Context: an optimization exercise on an open-source flow, tuned for a short achievable clock period and few clock cycles. The choices shown serve that exercise and are no tape-out recipe.
At most, simulation tests tie the RTL to the original design; equivalence was not proved.

==> job 1930: inputs <==
// aaf_compositor
module aaf_compositor (
    input  wire        clk,
    input  wire        rst,
    input  wire        start,
    input  wire [1:0]  cmd,
    input  wire [1:0]  depth,         
    input  wire        swap,
    input  wire        mirror_en,
    input  wire [7:0]  pal_idx,
    input  wire [15:0] width,
    input  wire [15:0] rows,
    input  wire [15:0] obj_x,         
    input  wire [15:0] blk_y,         
    input  wire [15:0] dest_x,        
    input  wire [15:0] dest_y,        
    input  wire [15:0] dest_stride,
    input  wire [15:0] dest_rows,
    input  wire [15:0] clip_x0,       
    input  wire [15:0] clip_y0,       
    input  wire [15:0] clip_x1,       
    input  wire [15:0] clip_y1,       
    input  wire [15:0] mirror_ofs,    
    input  wire [31:0] pal_addr,
    input  wire [31:0] dbuf_addr,
    input  wire [31:0] dest_addr,
    output wire        ready,
    output reg         done,
    output reg  [3:0]  status,
    output reg  [31:0] r0,
    output reg  [31:0] r1,
    output reg  [31:0] r2,
    output wire        mem_req,
    output wire        mem_we,
    output wire [31:0] mem_addr,
    output wire [31:0] mem_wdata,
    output wire [3:0]  mem_wstrb,
    input  wire [31:0] mem_rdata,
    input  wire        mem_ack
);
export LEC_CHECK = 0
export ABC_CLOCK_PERIOD_IN_PS = 4000
export CAP_MARGIN = 20
export CORE_MARGIN = 2
export CORE_UTILIZATION = 55
export PLACE_DENSITY = 0.7
export SETUP_SLACK_MARGIN = 5
export SLEW_MARGIN = 20
export SYNTH_MEMORY_MAX_BITS = 8192
create_clock -name core_clock -period 12.0 [get_ports {clk}]
standard.sh (not shown) runs the stock make flow with config.mk's settings and CLKGATE_MAP_FILE= SYNTH_SCRIPT=/design/flow/synth_recipe.tcl, a recipe that flattens the netlist after the stock synthesis.
==> flow/flow/run.sh <==
#!/bin/bash
set -euo pipefail
MARGIN=${MARGIN:-8.5}
sed "s/SETUP_SLACK_MARGIN=[^ ]*/SETUP_SLACK_MARGIN=${MARGIN}/" standard.sh > standard_margin.sh
grep -q "SETUP_SLACK_MARGIN=${MARGIN}" standard_margin.sh
bash standard_margin.sh > make_flow.log 2>&1
==> inputs of job 7892, as changes to job 1930 <==
--- a/flow/design.v
+++ b/flow/design.v
@@ -217,10 +217,11 @@
     wire        x_mvb     = (x_ks1 >= klo) && (x_ks1 <= khi);
     reg        d_v, d_cnt2, d_first, d_last, d_cl, d_mva, d_mvb;
     reg [15:0] d_a, d_b;
     reg        l_v, l_cnt2, l_first, l_last, l_cl, l_mva, l_mvb;
     reg [15:0] l_a, l_b;
+    reg [255:0] l_oha, l_ohb;
     function [255:0] dec256(input [7:0] ix);
         begin
             dec256 = 256'd0;
             dec256[ix] = 1'b1;
         end
@@ -240,12 +241,21 @@
     reg [15:0] c_col;
     wire [3:0]  a_tagd = pc_cnt - a_tag;
     wire        a_tagok = !a_tagd[3];
     wire        a_fwa  = cq_s && (cq_idx == a_a[7:0]);
     wire        a_fwb  = cq_s && (cq_idx == a_b[7:0]);
-    wire [15:0] a_lka = cache_color[a_a[7:0]];
-    wire [15:0] a_lkb = cache_color[a_b[7:0]];
+    reg  [255:0] a_oha, a_ohb;
+    reg  [15:0] a_lka, a_lkb;
+    integer j;
+    always @(*) begin
+        a_lka = 16'd0;
+        a_lkb = 16'd0;
+        for (j = 0; j < 256; j = j + 1) begin
+            a_lka = a_lka | ({16{a_oha[j]}} & cache_color[j]);
+            a_lkb = a_lkb | ({16{a_ohb[j]}} & cache_color[j]);
+        end
+    end
     wire [15:0] a_ca   = !isidx ? a_a : a_fwa ? rq_result : a_lka;
     wire [15:0] a_cb   = !isidx ? a_b : a_fwb ? rq_result : a_lkb;
     reg        m_v, m_cl, m_cnt2, m_m1en, m_m2en;
     reg [29:0] m_paddr, m_m1addr, m_m2addr;
     reg [31:0] m_pdata, m_m1data, m_m2data;
@@ -311,12 +321,12 @@
     wire [1:0] x_popn = !x_rowend ? {1'b0, x_adv} :
                        (!x_lastrow && x_sh) ? {1'b0, x_adv} :
                        ({1'b0, x_adv} + {1'b0, (x_pafter != 4'd0)});
     wire [3:0] fcnt_in  = fcnt + {3'd0, cq_v && cq_kind == K_F};
     wire [3:0] fused_in = f_used + {3'd0, push_f || (qspace && z_want)};
-    wire l_va = cache_valid[l_a[7:0]];
-    wire l_vb = cache_valid[l_b[7:0]];
+    wire l_va = |(l_oha & cache_valid);
+    wire l_vb = |(l_ohb & cache_valid);
     wire l_ma = isidx && !l_va && !(push_s && s_ridx == l_a[7:0]);
     wire l_mb = isidx && l_cnt2 && !l_vb && !(push_s && s_ridx == l_b[7:0]);
     wire [30:0] pl_h = a_first ? w_rowh : w_h;
     wire [30:0] pl_m = a_first ? w_rowm : w_m;
     wire        pl_flush = a_last || slow;
@@ -679,10 +689,12 @@
             else if (d_go)
                 d_v <= 1'b0;
             if (d_go) begin
                 l_a     <= d_a;
                 l_b     <= d_b;
+                l_oha   <= dec256(d_a[7:0]);
+                l_ohb   <= dec256(d_b[7:0]);
                 l_cnt2  <= d_cnt2;
                 l_first <= d_first;
                 l_last  <= d_last;
                 l_cl    <= d_cl;
                 l_mva   <= d_mva;
@@ -720,10 +732,12 @@
             end
             if (s_pass) begin
                 a_v     <= 1'b1;
                 a_a     <= s_a;
                 a_b     <= s_b;
+                a_oha   <= dec256(s_a[7:0]);
+                a_ohb   <= dec256(s_b[7:0]);
                 a_cnt2  <= s_cnt2;
                 a_first <= s_first;
                 a_last  <= s_last;
                 a_cl    <= s_cl;
                 a_mva   <= s_mva;
Settings changed: CORE_UTILIZATION 55 to 30, PLACE_DENSITY 0.7 to 0.5.
==> inputs of job 7836, as changes to job 1930 <==
--- a/flow/design.v
+++ b/flow/design.v
@@ -217,10 +217,11 @@
     wire        x_mvb     = (x_ks1 >= klo) && (x_ks1 <= khi);
     reg        d_v, d_cnt2, d_first, d_last, d_cl, d_mva, d_mvb;
     reg [15:0] d_a, d_b;
     reg        l_v, l_cnt2, l_first, l_last, l_cl, l_mva, l_mvb;
     reg [15:0] l_a, l_b;
+    reg [255:0] l_oha, l_ohb;
     function [255:0] dec256(input [7:0] ix);
         begin
             dec256 = 256'd0;
             dec256[ix] = 1'b1;
         end
@@ -240,12 +241,21 @@
     reg [15:0] c_col;
     wire [3:0]  a_tagd = pc_cnt - a_tag;
     wire        a_tagok = !a_tagd[3];
     wire        a_fwa  = cq_s && (cq_idx == a_a[7:0]);
     wire        a_fwb  = cq_s && (cq_idx == a_b[7:0]);
-    wire [15:0] a_lka = cache_color[a_a[7:0]];
-    wire [15:0] a_lkb = cache_color[a_b[7:0]];
+    reg  [255:0] a_oha, a_ohb;
+    reg  [15:0] a_lka, a_lkb;
+    integer j;
+    always @(*) begin
+        a_lka = 16'd0;
+        a_lkb = 16'd0;
+        for (j = 0; j < 256; j = j + 1) begin
+            a_lka = a_lka | ({16{a_oha[j]}} & cache_color[j]);
+            a_lkb = a_lkb | ({16{a_ohb[j]}} & cache_color[j]);
+        end
+    end
     wire [15:0] a_ca   = !isidx ? a_a : a_fwa ? rq_result : a_lka;
     wire [15:0] a_cb   = !isidx ? a_b : a_fwb ? rq_result : a_lkb;
     reg        m_v, m_cl, m_cnt2, m_m1en, m_m2en;
     reg [29:0] m_paddr, m_m1addr, m_m2addr;
     reg [31:0] m_pdata, m_m1data, m_m2data;
@@ -311,12 +321,12 @@
     wire [1:0] x_popn = !x_rowend ? {1'b0, x_adv} :
                        (!x_lastrow && x_sh) ? {1'b0, x_adv} :
                        ({1'b0, x_adv} + {1'b0, (x_pafter != 4'd0)});
     wire [3:0] fcnt_in  = fcnt + {3'd0, cq_v && cq_kind == K_F};
     wire [3:0] fused_in = f_used + {3'd0, push_f || (qspace && z_want)};
-    wire l_va = cache_valid[l_a[7:0]];
-    wire l_vb = cache_valid[l_b[7:0]];
+    wire l_va = |(l_oha & cache_valid);
+    wire l_vb = |(l_ohb & cache_valid);
     wire l_ma = isidx && !l_va && !(push_s && s_ridx == l_a[7:0]);
     wire l_mb = isidx && l_cnt2 && !l_vb && !(push_s && s_ridx == l_b[7:0]);
     wire [30:0] pl_h = a_first ? w_rowh : w_h;
     wire [30:0] pl_m = a_first ? w_rowm : w_m;
     wire        pl_flush = a_last || slow;
@@ -679,10 +689,12 @@
             else if (d_go)
                 d_v <= 1'b0;
             if (d_go) begin
                 l_a     <= d_a;
                 l_b     <= d_b;
+                l_oha   <= dec256(d_a[7:0]);
+                l_ohb   <= dec256(d_b[7:0]);
                 l_cnt2  <= d_cnt2;
                 l_first <= d_first;
                 l_last  <= d_last;
                 l_cl    <= d_cl;
                 l_mva   <= d_mva;
@@ -720,10 +732,12 @@
             end
             if (s_pass) begin
                 a_v     <= 1'b1;
                 a_a     <= s_a;
                 a_b     <= s_b;
+                a_oha   <= dec256(s_a[7:0]);
+                a_ohb   <= dec256(s_b[7:0]);
                 a_cnt2  <= s_cnt2;
                 a_first <= s_first;
                 a_last  <= s_last;
                 a_cl    <= s_cl;
                 a_mva   <= s_mva;
Settings changed: CORE_UTILIZATION 55 to 40, PLACE_DENSITY 0.7 to 0.55.
==> run notes <==
|  | job 7892 | job 1930 | job 7836 |
|---|---|---|---|
| Status | aborted with a tool error | complete, no violations | aborted with a tool error |
| Failing step | global routing | - | global routing |
| Number of sinks driven by the clock tree | 8104 | 7096 | 8104 |
| Mapped Cells | 31200 | 25900 | 31200 |
| Number of synthesized flops with an enable pin | 7688 | 6664 | 7688 |
| Total placed cells including tap cells | 49900 | 34900 | 45500 |
| Count of cell types in the netlist | 126 | 102 | 126 |
| Hpwl dp | 2970000 um | 828000 um | 2880000 um |
| Post-synthesis mux area share | 2.88% | 19.7% | 2.88% |
| Area share of the largest cell type after synthesis | 57.8% | 52.3% | 57.8% |
| Post-synthesis compound-gate area fraction | 15.6% | 6.36% | 15.6% |
| Simple-gate share of the synthesized area | 8.75% | 6.40% | 8.75% |
| Buffer count from post-CTS setup fixing | 1863 | 1400 | 1815 |
| Syn Std Cell Area | 400000 um^2 | 383000 um^2 | 400000 um^2 |
| FF+latch count, synth | 8104 | 7096 | 8104 |
| Final Wtd Congestion | 1.32 | 0.968 | 1.48 |
| PostCTS Resize Cnt | 7278 | 4953 | 6101 |
| Maximum number of buffers from clock root to sink | 5 | 4 | 5 |
| TritonCTS buffer count | 971 | 738 | 916 |
| Pre-CTS WS | 4500 ps | 4660 ps | 4150 ps |
| Average size of a mapped cell | 12.8 um^2 | 14.8 um^2 | 12.8 um^2 |
| Width of the die | 1160 um | 838 um | 1000 um |
| Placement-stage cell area | 443000 um^2 | 400000 um^2 | 437000 um^2 |
| Synth Area in XOR/XNOR | 2.48% | 2.64% | 2.48% |
| Num rows | 424 | 306 | 367 |
| Fraction of the yosys area taken by sequential cells | 59.8% | 54.6% | 59.8% |
| Adder and majority gate portion of the synthesized area | 7.19% | 7.46% | 7.19% |
Testbench counts of job 1930, summed over its fixed seeds: cycles 48,730.
For job 7892 and job 7836, only the layout was checked, not whether the RTL still works.

========
==> job 657: inputs <==
Another version of the RTL of aaf_compositor (not shown whole).
Design aaf_compositor, start of the top module:
module aaf_compositor (
    input  wire        clk,
    input  wire        rst,
    input  wire        start,
    input  wire [1:0]  cmd,
    input  wire [1:0]  depth,         
    input  wire        swap,
    input  wire        mirror_en,
    input  wire [7:0]  pal_idx,
    input  wire [15:0] width,
    input  wire [15:0] rows,
    input  wire [15:0] obj_x,         
    input  wire [15:0] blk_y,         
    input  wire [15:0] dest_x,        
    input  wire [15:0] dest_y,        
    input  wire [15:0] dest_stride,
    input  wire [15:0] dest_rows,
    input  wire [15:0] clip_x0,       
    input  wire [15:0] clip_y0,       
    input  wire [15:0] clip_x1,       
    input  wire [15:0] clip_y1,       
    input  wire [15:0] mirror_ofs,    
    input  wire [31:0] pal_addr,
    input  wire [31:0] dbuf_addr,
    input  wire [31:0] dest_addr,
    output wire        ready,
    output reg         done,
    output reg  [3:0]  status,
    output reg  [31:0] r0,
    output reg  [31:0] r1,
    output reg  [31:0] r2,
    output wire        mem_req,
    output wire        mem_we,
    output wire [31:0] mem_addr,
    output wire [31:0] mem_wdata,
    output wire [3:0]  mem_wstrb,
    input  wire [31:0] mem_rdata,
    input  wire        mem_ack
);
clock: 12.0 ns
lec_check: 0
abc_clock_period_in_ps: 4000
cap_margin: 20
core_margin: 2
core_utilization: 40
place_density: 0.55
setup_slack_margin: 5
slew_margin: 20
synth_memory_max_bits: 8192
Scripts as last shown in full above: flow/flow/run.sh
==> job 4250: changes against job 657 <==
--- a/flow/design.v
+++ b/flow/design.v
@@ -143,17 +143,16 @@
     wire [15:0] c1_xC   = e_do[15:0] + s_Sm1[15:0];
     function [16:0] lbo(input [15:0] x, input [1:0] dep);
         lbo = (dep == 2'd0) ? {2'b0, x[15:1]} : (dep == 2'd1) ? {1'b0, x} : {x, 1'b1};
     endfunction
     wire [31:0] c1_laA = p_dbuf + {15'd0, lbo(e_c1o[15:0], p_depth)};
     wire [31:0] c1_laB = p_dbuf + {15'd0, lbo(s_Wm1[15:0], p_depth)};
     wire [31:0] c1_laC = p_dbuf + {15'd0, lbo(c1_xC, p_depth)};
-    reg  [31:0] la_A, la_B, la_C;
-    reg         la_selA, la_selB;
-    wire [31:0] la_base = la_selA ? la_A : la_selB ? la_B : la_C;
+    wire [31:0] c1_la  = xuselA ? c1_laA : xu_bc ? c1_laB : c1_laC;
+    reg  [31:0] la_base;
     wire        z1ok   = (p_cmd == 2'd0) && (p_depth != 2'd3) && !q_empty && q_fast;
     wire [15:0] c2_dx    = sxb - sxa;
     wire [16:0] c2_nrows = {1'b0, syb - sy0} + 17'd1;
     wire [16:0] c2_npx   = {1'b0, c2_dx} + 17'd1;
     wire [17:0] c2_span  = (p_depth == 2'd0) ? {3'd0, sxb[15:1] - sxa[15:1]} :
                            (p_depth == 2'd1) ? {2'd0, sxb - sxa} : {1'b0, sxb - sxa, 1'b1};
     wire [29:0] c2_wd    = la_base[31:2] - fa_base[31:2];      
@@ -240,16 +239,14 @@
     wire [2:0]  x_npos0   = (p_depth == 2'd0) ? {x_nfalo, sxa[0]} :
                             (p_depth == 2'd1) ? {1'b0, x_nfalo} : {2'b0, x_nfalo[1]};
     wire signed [20:0] x_ks  = {4'd0, x_k};
     wire signed [20:0] x_ks1 = {4'd0, x_k} + 21'sd1;
     wire        x_mva     = (x_ks >= klo) && (x_ks <= khi);
     wire        x_mvb     = (x_ks1 >= klo) && (x_ks1 <= khi);
     reg        d_v, d_cnt2, d_first, d_last, d_cl, d_mva, d_mvb;
-    reg        dk_v;
-    reg [37:0] dk;            
     reg [15:0] d_a, d_b;
     reg        l_v, l_cnt2, l_first, l_last, l_cl, l_mva, l_mvb;
     reg [15:0] l_a, l_b;
     function [255:0] dec256(input [7:0] ix);
         begin
             dec256 = 256'd0;
             dec256[ix] = 1'b1;
@@ -347,22 +344,21 @@
     wire s_ma2  = s_ma && !push_s;
     wire s_mb2  = s_mb && !(push_s && (!s_ma || s_abeq));
     wire s_pass = s_v && !s_ma2 && !s_mb2 && a_free;
     wire s_free = !s_v || s_pass;
     wire l_go   = l_v && s_free;
     wire l_free = !l_v || l_go;
     wire d_go   = d_v && l_free;
-    wire [37:0] x_out = {x_pa, x_pb, x_cnt2, x_first, x_rowend, x_rowend && x_lastrow, x_mva, x_mvb};
     wire d_free = !d_v || d_go;
-    wire x_go   = x_act && !dk_v && x_have;    
+    wire x_go   = x_act && d_free && x_have;
     wire [1:0] x_popn = !x_rowend ? {1'b0, x_adv} :
                        (!x_lastrow && x_sh) ? {1'b0, x_adv} :
                        ({1'b0, x_adv} + {1'b0, (x_pafter != 4'd0)});
     wire [3:0] fcnt_in  = fcnt + {3'd0, cq_v && cq_kind == K_F};
-    wire [3:0] fused_in = f_used + {3'd0, push_f || (qspace && z_want && !stp[1] && !stp[2])};
+    wire [3:0] fused_in = f_used + {3'd0, push_f || (qspace && z_want && !stp[1])};
     wire l_va = cache_valid[l_a[7:0]];
     wire l_vb = cache_valid[l_b[7:0]];
     wire l_ma = isidx && !l_va && !(push_s && s_ridx == l_a[7:0]);
     wire l_mb = isidx && l_cnt2 && !l_vb && !(push_s && s_ridx == l_b[7:0]);
     wire [30:0] pl_h = g_first ? w_rowh : w_h;
     wire [30:0] pl_m = g_first ? w_rowm : w_m;
     wire        pl_flush = g_last || slow;
@@ -433,15 +429,14 @@
             frp         <= 3'd0;
             fcnt        <= 4'd0;
             f_used      <= 4'd0;
             f_rows      <= 17'd0;
             x_act       <= 1'b0;
             l_v         <= 1'b0;
             d_v         <= 1'b0;
-            dk_v        <= 1'b0;
             s_v         <= 1'b0;
             s_issued    <= 4'd0;
             pc_cnt      <= 4'd0;
             a_v         <= 1'b0;
             g_v         <= 1'b0;
             c_v         <= 1'b0;
             m_v         <= 1'b0;
@@ -512,19 +507,15 @@
                 syb   <= c1_syb;
                 row0  <= c1_row0;
                 c2_byteoff <= (p_depth == 2'd0) ? {2'b0, c1_sxa[15:1]} :
                               (p_depth == 2'd1) ? {1'b0, c1_sxa} : {c1_sxa, 1'b0};
                 c2_fast    <= q_fast;
                 fast       <= q_fast;
                 fa_base    <= c1_fa;
-                la_A       <= c1_laA;
-                la_B       <= c1_laB;
-                la_C       <= c1_laC;
-                la_selA    <= xuselA;
-                la_selB    <= xu_bc;
+                la_base    <= c1_la;
                 Ssum  <= ox + ox + wid + wid + mo - 21'sd1;
                 bpr3  <= {2'd0, c1_bpr} + {1'b0, c1_bpr, 1'b0};
                 strd3 <= {2'd0, p_stride} + {1'd0, p_stride, 1'b0};
                 bpr   <= c1_bpr;
                 case (p_cmd)
                     2'd0: begin
                         if (p_depth == 2'd3) begin
@@ -664,16 +655,16 @@
                     q0_last  <= n_last;
                     q0_addr  <= n_addr;
                     q0_wdata <= n_wdata;
                     q0_strb  <= n_strb;
                     q0_kind  <= n_kind;
                     q0_idx   <= s_ridx;
                 end
-            end else if (push_l || stp[2]) begin
-                q1_v     <= push_l;
+            end else if (push_l) begin
+                q1_v     <= 1'b1;
                 q1_we    <= n_we;
                 q1_last  <= n_last;
                 q1_addr  <= n_addr;
                 q1_wdata <= n_wdata;
                 q1_strb  <= n_strb;
                 q1_kind  <= n_kind;
                 q1_idx   <= s_ridx;
@@ -697,16 +688,15 @@
                 cache_color[cq_idx] <= rq_result;
             if (cq_v && cq_kind == K_F) begin
                 fifo[fwp] <= rd_q;
                 fwp       <= fwp + 3'd1;
             end
             frp    <= x_go ? frp + {1'b0, x_popn} : frp;
             fcnt   <= x_go ? fcnt_in - {2'd0, x_popn} : fcnt_in;
-            f_used <= stp[1] ? {3'd0, z1} : stp[2] ? f_used + {3'd0, fast} :
-                      x_go ? fused_in - {2'd0, x_popn} : fused_in;
+            f_used <= stp[1] ? {3'd0, z1} : x_go ? fused_in - {2'd0, x_popn} : fused_in;
             if (!f_nok && f_rows != 17'd0 && !stp[2] && !stp[5]) begin
                 f_nfa <= f_nfa + {15'd0, bpr};
                 f_nok <= 1'b1;
             end
             if (f_rows != 17'd0 && f_advok && (f_wcnt == 17'd0 || (push_f && f_wcnt == 17'd1))) begin
                 f_rows <= f_rows - 17'd1;
                 f_wa   <= f_nfa[31:2] + {29'd0, f_nsh};
@@ -714,28 +704,23 @@
                 f_wcnt <= f_nwc;
                 f_falo <= f_nfa[1:0];
                 f_nfa  <= f_nfa + {15'd0, bpr};
             end else if (push_f) begin
                 f_wa   <= f_wa + 30'd1;
                 f_wcnt <= f_wcnt - 17'd1;
             end
-            if (d_free) begin
-                if (dk_v) begin
-                    {d_a, d_b, d_cnt2, d_first, d_last, d_cl, d_mva, d_mvb} <= dk;
-                    d_v  <= 1'b1;
-                    dk_v <= 1'b0;
-                end else begin
-                    {d_a, d_b, d_cnt2, d_first, d_last, d_cl, d_mva, d_mvb} <= x_out;
-                    d_v  <= x_go;
-                end
-            end else if (x_go) begin
-                dk   <= x_out;
-                dk_v <= 1'b1;
-            end
             if (x_go) begin
+                d_a     <= x_pa;
+                d_b     <= x_pb;
+                d_cnt2  <= x_cnt2;
+                d_first <= x_first;
+                d_last  <= x_rowend;
+                d_cl    <= x_rowend && x_lastrow;
+                d_mva   <= x_mva;
+                d_mvb   <= x_mvb;
                 if (!x_rowend) begin
                     x_pos   <= x_pafter[2:0];
                     x_rem   <= x_rem - (x_cnt2 ? 17'd2 : 17'd1);
                     x_r1    <= x_cnt2 ? (x_rem == 17'd3) : (x_rem == 17'd2);
                     x_r2    <= x_cnt2 ? (x_rem == 17'd4) : (x_rem == 17'd3);
                     x_k     <= x_k + (x_cnt2 ? 17'd2 : 17'd1);
                     x_lane  <= x_lane ^ !x_cnt2;
@@ -750,14 +735,18 @@
                     x_k     <= 17'd0;
                     x_lane  <= x_rlane ^ p_stride[0];
                     x_rlane <= x_rlane ^ p_stride[0];
                     x_first <= 1'b1;
                     x_falo  <= x_nfalo;
                 end
             end
+            if (x_go)
+                d_v <= 1'b1;
+            else if (d_go)
+                d_v <= 1'b0;
             if (d_go) begin
                 l_a     <= d_a;
                 l_b     <= d_b;
                 l_cnt2  <= d_cnt2;
                 l_first <= d_first;
                 l_last  <= d_last;
                 l_cl    <= d_cl;
==> job 3588: changes against job 657 <==
--- a/flow/design.v
+++ b/flow/design.v
@@ -104,16 +104,16 @@
     wire yselA = ya_ge_b && ya_ge_c;
     wire yselB = !yselA && yb_ge_c;
     wire signed [20:0] c1_X1 = xselA ? cx0 : xselB ? ox : dx0;
     wire [15:0] c1_sxa  = xselA ? e_c0o[15:0] : xselB ? 16'd0 : e_do[15:0];
     wire [15:0] c1_col0 = xselA ? e_c0d[15:0] : xselB ? e_od[15:0] : 16'd0;
     wire [15:0] c1_sy0  = yselA ? e_c0b[15:0] : yselB ? 16'd0 : e_eb[15:0];
     wire [15:0] c1_row0 = yselA ? e_c0e[15:0] : yselB ? e_be[15:0] : 16'd0;
-    wire xu_ab = e_c1o <= s_Wm1, xu_ac = e_c1d <= s_Sm1, xu_bc = e_od <= g_x;
-    wire yu_ab = e_c1b <= s_Rm1, yu_ac = e_c1e <= s_Dm1, yu_bc = e_be <= g_y;
+    wire xu_ab = e_c1o <= s_Wm1, xu_ac = e_c1d <= s_Sm1, xu_bc = g_x <= s_Sm1;
+    wire yu_ab = e_c1b <= s_Rm1, yu_ac = e_c1e <= s_Dm1, yu_bc = g_y <= s_Dm1;
     wire xuselA = xu_ab && xu_ac;
     wire yuselA = yu_ab && yu_ac;
     wire [15:0] c1_sxb = xuselA ? e_c1o[15:0] : xu_bc ? s_Wm1[15:0] : e_do[15:0] + s_Sm1[15:0];
     wire [15:0] c1_syb = yuselA ? e_c1b[15:0] : yu_bc ? s_Rm1[15:0] : e_eb[15:0] + s_Dm1[15:0];
     wire signed [20:0] c1_X2 = xuselA ? cx1 : xu_bc ? ox + {{3{s_Wm1[17]}}, s_Wm1} : dx0 + {{3{s_Sm1[17]}}, s_Sm1};
     wire c1_empty =
         (e_c0c1 > 18'sd0) || (e_c0o > s_Wm1) || (e_c0d > s_Sm1) ||
@@ -136,32 +136,24 @@
     wire [16:0] c1_boA = (p_depth == 2'd0) ? {2'b0, e_c0o[15:1]} :
                          (p_depth == 2'd1) ? {1'b0, e_c0o[15:0]} : {e_c0o[15:0], 1'b0};
     wire [16:0] c1_boC = (p_depth == 2'd0) ? {2'b0, e_do[15:1]} :
                          (p_depth == 2'd1) ? {1'b0, e_do[15:0]} : {e_do[15:0], 1'b0};
     wire [31:0] c1_faA = p_dbuf + {15'd0, c1_boA};
     wire [31:0] c1_faC = p_dbuf + {15'd0, c1_boC};
     wire [31:0] c1_fa  = xselA ? c1_faA : xselB ? p_dbuf : c1_faC;
-    wire [15:0] c1_xC   = e_do[15:0] + s_Sm1[15:0];
-    function [16:0] lbo(input [15:0] x, input [1:0] dep);
-        lbo = (dep == 2'd0) ? {2'b0, x[15:1]} : (dep == 2'd1) ? {1'b0, x} : {x, 1'b1};
-    endfunction
-    wire [31:0] c1_laA = p_dbuf + {15'd0, lbo(e_c1o[15:0], p_depth)};
-    wire [31:0] c1_laB = p_dbuf + {15'd0, lbo(s_Wm1[15:0], p_depth)};
-    wire [31:0] c1_laC = p_dbuf + {15'd0, lbo(c1_xC, p_depth)};
-    reg  [31:0] la_A, la_B, la_C;
-    reg         la_selA, la_selB;
-    wire [31:0] la_base = la_selA ? la_A : la_selB ? la_B : la_C;
     wire        z1ok   = (p_cmd == 2'd0) && (p_depth != 2'd3) && !q_empty && q_fast;
     wire [15:0] c2_dx    = sxb - sxa;
     wire [16:0] c2_nrows = {1'b0, syb - sy0} + 17'd1;
     wire [16:0] c2_npx   = {1'b0, c2_dx} + 17'd1;
-    wire [17:0] c2_span  = (p_depth == 2'd0) ? {3'd0, sxb[15:1] - sxa[15:1]} :
-                           (p_depth == 2'd1) ? {2'd0, sxb - sxa} : {1'b0, sxb - sxa, 1'b1};
-    wire [29:0] c2_wd    = la_base[31:2] - fa_base[31:2];      
-    wire        z2ok     = (la_base[31:2] != fa_base[31:2]);    
+    wire [17:0] c1_span = (p_depth == 2'd0) ? {3'd0, c1_sxb[15:1] - c1_sxa[15:1]} :
+                          (p_depth == 2'd1) ? {2'd0, c1_sxb - c1_sxa} : {1'b0, c1_sxb - c1_sxa, 1'b1};
+    wire [17:0] c2_span  = span;
+    wire [2:0]  c2_x0    = {1'b0, c2_fa[1:0]} + {1'b0, c2_span[1:0]};
+    wire [16:0] c2_wc0   = c2_span[17:2] + 17'd1 + {16'd0, c2_x0[2]};
+    wire        z2ok     = (c2_span[17:2] != 16'd0) || c2_x0[2];    
     reg [31:0] fa_base;
     reg [18:0] ppA [0:7];     
     reg [17:0] ppB [0:7];     
     reg [18:0] bpr3;
     integer ii;
     reg [17:0] strd3;
     reg [31:0] prodA_lo, prodA_hi, prodB_lo, prodB_hi;
@@ -240,16 +232,14 @@
     wire [2:0]  x_npos0   = (p_depth == 2'd0) ? {x_nfalo, sxa[0]} :
                             (p_depth == 2'd1) ? {1'b0, x_nfalo} : {2'b0, x_nfalo[1]};
     wire signed [20:0] x_ks  = {4'd0, x_k};
     wire signed [20:0] x_ks1 = {4'd0, x_k} + 21'sd1;
     wire        x_mva     = (x_ks >= klo) && (x_ks <= khi);
     wire        x_mvb     = (x_ks1 >= klo) && (x_ks1 <= khi);
     reg        d_v, d_cnt2, d_first, d_last, d_cl, d_mva, d_mvb;
-    reg        dk_v;
-    reg [37:0] dk;            
     reg [15:0] d_a, d_b;
     reg        l_v, l_cnt2, l_first, l_last, l_cl, l_mva, l_mvb;
     reg [15:0] l_a, l_b;
     function [255:0] dec256(input [7:0] ix);
         begin
             dec256 = 256'd0;
             dec256[ix] = 1'b1;
@@ -347,22 +337,21 @@
     wire s_ma2  = s_ma && !push_s;
     wire s_mb2  = s_mb && !(push_s && (!s_ma || s_abeq));
     wire s_pass = s_v && !s_ma2 && !s_mb2 && a_free;
     wire s_free = !s_v || s_pass;
     wire l_go   = l_v && s_free;
     wire l_free = !l_v || l_go;
     wire d_go   = d_v && l_free;
-    wire [37:0] x_out = {x_pa, x_pb, x_cnt2, x_first, x_rowend, x_rowend && x_lastrow, x_mva, x_mvb};
     wire d_free = !d_v || d_go;
-    wire x_go   = x_act && !dk_v && x_have;    
+    wire x_go   = x_act && d_free && x_have;
     wire [1:0] x_popn = !x_rowend ? {1'b0, x_adv} :
                        (!x_lastrow && x_sh) ? {1'b0, x_adv} :
                        ({1'b0, x_adv} + {1'b0, (x_pafter != 4'd0)});
     wire [3:0] fcnt_in  = fcnt + {3'd0, cq_v && cq_kind == K_F};
-    wire [3:0] fused_in = f_used + {3'd0, push_f || (qspace && z_want && !stp[1] && !stp[2])};
+    wire [3:0] fused_in = f_used + {3'd0, push_f || (qspace && z_want && !stp[1])};
     wire l_va = cache_valid[l_a[7:0]];
     wire l_vb = cache_valid[l_b[7:0]];
     wire l_ma = isidx && !l_va && !(push_s && s_ridx == l_a[7:0]);
     wire l_mb = isidx && l_cnt2 && !l_vb && !(push_s && s_ridx == l_b[7:0]);
     wire [30:0] pl_h = g_first ? w_rowh : w_h;
     wire [30:0] pl_m = g_first ? w_rowm : w_m;
     wire        pl_flush = g_last || slow;
@@ -433,15 +422,14 @@
             frp         <= 3'd0;
             fcnt        <= 4'd0;
             f_used      <= 4'd0;
             f_rows      <= 17'd0;
             x_act       <= 1'b0;
             l_v         <= 1'b0;
             d_v         <= 1'b0;
-            dk_v        <= 1'b0;
             s_v         <= 1'b0;
             s_issued    <= 4'd0;
             pc_cnt      <= 4'd0;
             a_v         <= 1'b0;
             g_v         <= 1'b0;
             c_v         <= 1'b0;
             m_v         <= 1'b0;
@@ -453,27 +441,27 @@
                 e_c0o   <= {{2{clip_x0[15]}}, clip_x0} - {{2{obj_x[15]}}, obj_x};
                 e_c0d   <= {{2{clip_x0[15]}}, clip_x0} - {{2{dest_x[15]}}, dest_x};
                 e_od    <= {{2{obj_x[15]}}, obj_x} - {{2{dest_x[15]}}, dest_x};
                 e_do    <= {{2{dest_x[15]}}, dest_x} - {{2{obj_x[15]}}, obj_x};
                 e_c1o   <= {{2{clip_x1[15]}}, clip_x1} - {{2{obj_x[15]}}, obj_x};
                 e_c1d   <= {{2{clip_x1[15]}}, clip_x1} - {{2{dest_x[15]}}, dest_x};
                 e_c0c1  <= {{2{clip_x0[15]}}, clip_x0} - {{2{clip_x1[15]}}, clip_x1};
-                g_x     <= {2'd0, dest_stride} - {2'd0, width};
+                g_x     <= {{2{obj_x[15]}}, obj_x} - {{2{dest_x[15]}}, dest_x} + {2'd0, width} - 18'd1;
                 s_Wm1   <= {2'd0, width} - 18'd1;
                 s_Sm1   <= {2'd0, dest_stride} - 18'd1;
                 s_Rm1   <= {2'd0, rows} - 18'd1;
                 s_Dm1   <= {2'd0, dest_rows} - 18'd1;
                 e_c0b   <= {{2{clip_y0[15]}}, clip_y0} - {{2{blk_y[15]}}, blk_y};
                 e_c0e   <= {{2{clip_y0[15]}}, clip_y0} - {{2{dest_y[15]}}, dest_y};
                 e_be    <= {{2{blk_y[15]}}, blk_y} - {{2{dest_y[15]}}, dest_y};
                 e_eb    <= {{2{dest_y[15]}}, dest_y} - {{2{blk_y[15]}}, blk_y};
                 e_c1b   <= {{2{clip_y1[15]}}, clip_y1} - {{2{blk_y[15]}}, blk_y};
                 e_c1e   <= {{2{clip_y1[15]}}, clip_y1} - {{2{dest_y[15]}}, dest_y};
                 e_yc0c1 <= {{2{clip_y0[15]}}, clip_y0} - {{2{clip_y1[15]}}, clip_y1};
-                g_y     <= {2'd0, dest_rows} - {2'd0, rows};
+                g_y     <= {{2{blk_y[15]}}, blk_y} - {{2{dest_y[15]}}, dest_y} + {2'd0, rows} - 18'd1;
                 p_rok    <= (cmd == 2'd2) && !(depth[1] || (depth == 2'd0 && pal_idx[7:4] != 4'd0));
                 p_cmd    <= cmd;
                 p_depth  <= depth;
                 p_swap   <= swap;
                 p_mirror <= mirror_en;
                 p_idx    <= pal_idx;
                 p_width  <= width;
@@ -512,19 +500,15 @@
                 syb   <= c1_syb;
                 row0  <= c1_row0;
                 c2_byteoff <= (p_depth == 2'd0) ? {2'b0, c1_sxa[15:1]} :
                               (p_depth == 2'd1) ? {1'b0, c1_sxa} : {c1_sxa, 1'b0};
                 c2_fast    <= q_fast;
                 fast       <= q_fast;
                 fa_base    <= c1_fa;
-                la_A       <= c1_laA;
-                la_B       <= c1_laB;
-                la_C       <= c1_laC;
-                la_selA    <= xuselA;
-                la_selB    <= xu_bc;
+                span       <= c1_span;
                 Ssum  <= ox + ox + wid + wid + mo - 21'sd1;
                 bpr3  <= {2'd0, c1_bpr} + {1'b0, c1_bpr, 1'b0};
                 strd3 <= {2'd0, p_stride} + {1'd0, p_stride, 1'b0};
                 bpr   <= c1_bpr;
                 case (p_cmd)
                     2'd0: begin
                         if (p_depth == 2'd3) begin
@@ -561,15 +545,15 @@
                 endcase
             end
             if (stp[2]) begin
                 n_px    <= c2_npx;
                 n_1     <= (c2_dx == 16'd0);
                 n_2     <= (c2_dx == 16'd1);
                 n_rows  <= c2_nrows;
-                span    <= c2_span;
+                wbase   <= c2_span[17:2] + 17'd1;
                 colm0   <= Ssum - dx0 - X1;
                 slow    <= p_mirror && (Ssum <= X2 + X2) && (Ssum >= X1 + X1);
                 for (ii = 0; ii < 8; ii = ii + 1) begin
                     case (sy0[2*ii +: 2])
                         2'd0: ppA[ii] <= 19'd0;
                         2'd1: ppA[ii] <= {2'd0, bpr};
                         2'd2: ppA[ii] <= {1'b0, bpr, 1'b0};
@@ -583,15 +567,15 @@
                     endcase
                 end
                 x_lane  <= p_dest[1] ^ (row0[0] & p_stride[0]) ^ col0[0];
                 x_rlane <= p_dest[1] ^ (row0[0] & p_stride[0]) ^ col0[0];
                 if (c2_fast) begin
                     f_rows <= c2_nrows;
                     f_wa   <= c2_fa[31:2] + (z2ok ? 30'd2 : 30'd1);
-                    f_wcnt <= z2ok ? c2_wd[16:0] - 17'd1 : 17'd0;
+                    f_wcnt <= c2_wc0 - (z2ok ? 17'd2 : 17'd1);
                     f_falo <= c2_fa[1:0];
                     f_nfa  <= c2_fa;
                     f_nok  <= 1'b0;
                     x_act  <= 1'b1;
                     x_rows <= c2_nrows;
                     x_rem  <= c2_npx;
                     x_r1   <= (c2_dx == 16'd0);
@@ -607,17 +591,16 @@
                 prodA_lo <= {13'd0, ppA[0]} + {11'd0, ppA[1], 2'd0} + {9'd0, ppA[2], 4'd0} + {7'd0, ppA[3], 6'd0};
                 prodA_hi <= {5'd0, ppA[4], 8'd0} + {3'd0, ppA[5], 10'd0} + {1'd0, ppA[6], 12'd0} + {ppA[7][17:0], 14'd0};
                 d2c   <= p_dest[31:1] + {15'd0, col0};
                 d2m   <= p_dest[31:1] + {{10{colm0[20]}}, colm0};
                 prodB_lo <= {14'd0, ppB[0]} + {12'd0, ppB[1], 2'd0} + {10'd0, ppB[2], 4'd0} + {8'd0, ppB[3], 6'd0};
                 prodB_hi <= {6'd0, ppB[4], 8'd0} + {4'd0, ppB[5], 10'd0} + {2'd0, ppB[6], 12'd0} + {ppB[7], 14'd0};
                 gapc  <= (gap_c > 17'd4) ? 3'd4 : gap_c[2:0];
-                wbase <= span[17:2] + 17'd1;
-                wb_m1 <= {1'b0, span[17:2]};
-                wb_p1 <= span[17:2] + 17'd2;
+                wb_m1 <= wbase - 17'd1;
+                wb_p1 <= wbase + 17'd1;
                 if (fast)
                     f_nsh <= shw(fa_base[1:0], span[1:0], (gap_c > 17'd4) ? 3'd4 : gap_c[2:0]);
                 klo   <= colm0 - strd + 21'sd1;
                 khi   <= colm0;
                 g_ok  <= 1'b1;
             end
             if (stp[4]) begin
@@ -664,16 +647,16 @@
                     q0_last  <= n_last;
                     q0_addr  <= n_addr;
                     q0_wdata <= n_wdata;
                     q0_strb  <= n_strb;
                     q0_kind  <= n_kind;
                     q0_idx   <= s_ridx;
                 end
-            end else if (push_l || stp[2]) begin
-                q1_v     <= push_l;
+            end else if (push_l) begin
+                q1_v     <= 1'b1;
                 q1_we    <= n_we;
                 q1_last  <= n_last;
                 q1_addr  <= n_addr;
                 q1_wdata <= n_wdata;
                 q1_strb  <= n_strb;
                 q1_kind  <= n_kind;
                 q1_idx   <= s_ridx;
@@ -697,16 +680,15 @@
                 cache_color[cq_idx] <= rq_result;
             if (cq_v && cq_kind == K_F) begin
                 fifo[fwp] <= rd_q;
                 fwp       <= fwp + 3'd1;
             end
             frp    <= x_go ? frp + {1'b0, x_popn} : frp;
             fcnt   <= x_go ? fcnt_in - {2'd0, x_popn} : fcnt_in;
-            f_used <= stp[1] ? {3'd0, z1} : stp[2] ? f_used + {3'd0, fast} :
-                      x_go ? fused_in - {2'd0, x_popn} : fused_in;
+            f_used <= stp[1] ? {3'd0, z1} : x_go ? fused_in - {2'd0, x_popn} : fused_in;
             if (!f_nok && f_rows != 17'd0 && !stp[2] && !stp[5]) begin
                 f_nfa <= f_nfa + {15'd0, bpr};
                 f_nok <= 1'b1;
             end
             if (f_rows != 17'd0 && f_advok && (f_wcnt == 17'd0 || (push_f && f_wcnt == 17'd1))) begin
                 f_rows <= f_rows - 17'd1;
                 f_wa   <= f_nfa[31:2] + {29'd0, f_nsh};
@@ -714,28 +696,23 @@
                 f_wcnt <= f_nwc;
                 f_falo <= f_nfa[1:0];
                 f_nfa  <= f_nfa + {15'd0, bpr};
             end else if (push_f) begin
                 f_wa   <= f_wa + 30'd1;
                 f_wcnt <= f_wcnt - 17'd1;
             end
-            if (d_free) begin
-                if (dk_v) begin
-                    {d_a, d_b, d_cnt2, d_first, d_last, d_cl, d_mva, d_mvb} <= dk;
-                    d_v  <= 1'b1;
-                    dk_v <= 1'b0;
-                end else begin
-                    {d_a, d_b, d_cnt2, d_first, d_last, d_cl, d_mva, d_mvb} <= x_out;
-                    d_v  <= x_go;
-                end
-            end else if (x_go) begin
-                dk   <= x_out;
-                dk_v <= 1'b1;
-            end
             if (x_go) begin
+                d_a     <= x_pa;
+                d_b     <= x_pb;
+                d_cnt2  <= x_cnt2;
+                d_first <= x_first;
+                d_last  <= x_rowend;
+                d_cl    <= x_rowend && x_lastrow;
+                d_mva   <= x_mva;
+                d_mvb   <= x_mvb;
                 if (!x_rowend) begin
                     x_pos   <= x_pafter[2:0];
                     x_rem   <= x_rem - (x_cnt2 ? 17'd2 : 17'd1);
                     x_r1    <= x_cnt2 ? (x_rem == 17'd3) : (x_rem == 17'd2);
                     x_r2    <= x_cnt2 ? (x_rem == 17'd4) : (x_rem == 17'd3);
                     x_k     <= x_k + (x_cnt2 ? 17'd2 : 17'd1);
                     x_lane  <= x_lane ^ !x_cnt2;
@@ -750,14 +727,18 @@
                     x_k     <= 17'd0;
                     x_lane  <= x_rlane ^ p_stride[0];
                     x_rlane <= x_rlane ^ p_stride[0];
                     x_first <= 1'b1;
                     x_falo  <= x_nfalo;
                 end
             end
+            if (x_go)
+                d_v <= 1'b1;
+            else if (d_go)
+                d_v <= 1'b0;
             if (d_go) begin
                 l_a     <= d_a;
                 l_b     <= d_b;
                 l_cnt2  <= d_cnt2;
                 l_first <= d_first;
                 l_last  <= d_last;
                 l_cl    <= d_cl;
==> results.ini <==
[power]
pwr.group.clock_mw = 25.4
powerDensity_nw_per_um2 = 128
leakage_nw = 168

[clock_tree]
postCtsSetupBuffers = 1542

[setup_path]
crit_buf_inv = 4

[route]
drt_iter0_drc = 36600
drt_pre_antenna_iters = 7

[cells_and_area]
nMultiInputCombCells = 16300
diodes = 136

[grt]
grt_pass1_vias = 256000

[outcome]
outcome = finished clean

-- figures above: job 4250

==> results.ini <==
[power]
powerDensity_nw_per_um2 = 131

[grt]
grt_pass1_vias = 260000

[cells_and_area]
diodes = 249

[setup_path]
crit_buf_inv = 7

[clock_tree]
postCtsSetupBuffers = 1555

[outcome]
outcome = finished clean

-- figures above: job 3588

==> results.ini <==
[outcome]
outcome = finished clean

[cells_and_area]
diodes = 158
final_util = 0.497
nMultiInputCombCells = 16800

[power]
leakage_nw = 169
pwr.group.clock_mw = 26.0
powerDensity_nw_per_um2 = 129

[grt]
grt_pass1_vias = 260000

[placed_design]
placed_cell_area_um2 = 420000

[route]
drt_iter0_drc = 36800

[setup_path]
crit_buf_inv = 2

-- figures above: job 657

Testbench counts of job 4250, summed over its fixed seeds: cycles 48,507.
The RTL of job 657 and job 3588 was laid out without a check of its function.

-- port drivers added, routing unchanged --
In the flow no input, the clock included, has a driving cell. The finished layouts below were timed again as built, in two steps. Step 1: set_driving_cell puts a clkbuf_16 on clk and a buf_2 on each other input, an assumption about the parent block. Step 2 adds t to the input delays and takes it off the output delays; t is the mean of the earliest and latest rising clock arrival at the registers after step 1. Input paths then give back, and output paths get back, about the clock's delay inside the block. Three values: ideal ports, drivers, drivers and shift; two values: the first two.
run | t (ns) | setup slack, ns | worst setup path at the end | pins driven straight from the clock port
job 1930 | 1.315 | 6.803 / 6.803 / 6.091 | input to register | 1
job 657 | 1.285 | 6.855 / 6.855 / 6.621 | input to register | 1
job 4250 | 1.259 | 6.906 / 6.906 / 6.623 | input to register | 1
job 3588 | 1.264 | 6.676 / 6.732 / 5.468 | input to register | 1
After both steps setup and hold are still met in every run listed. The setup slack of job 3588, which loses most, moves by +0.056 ns with the drivers and by -1.208 ns with both steps.
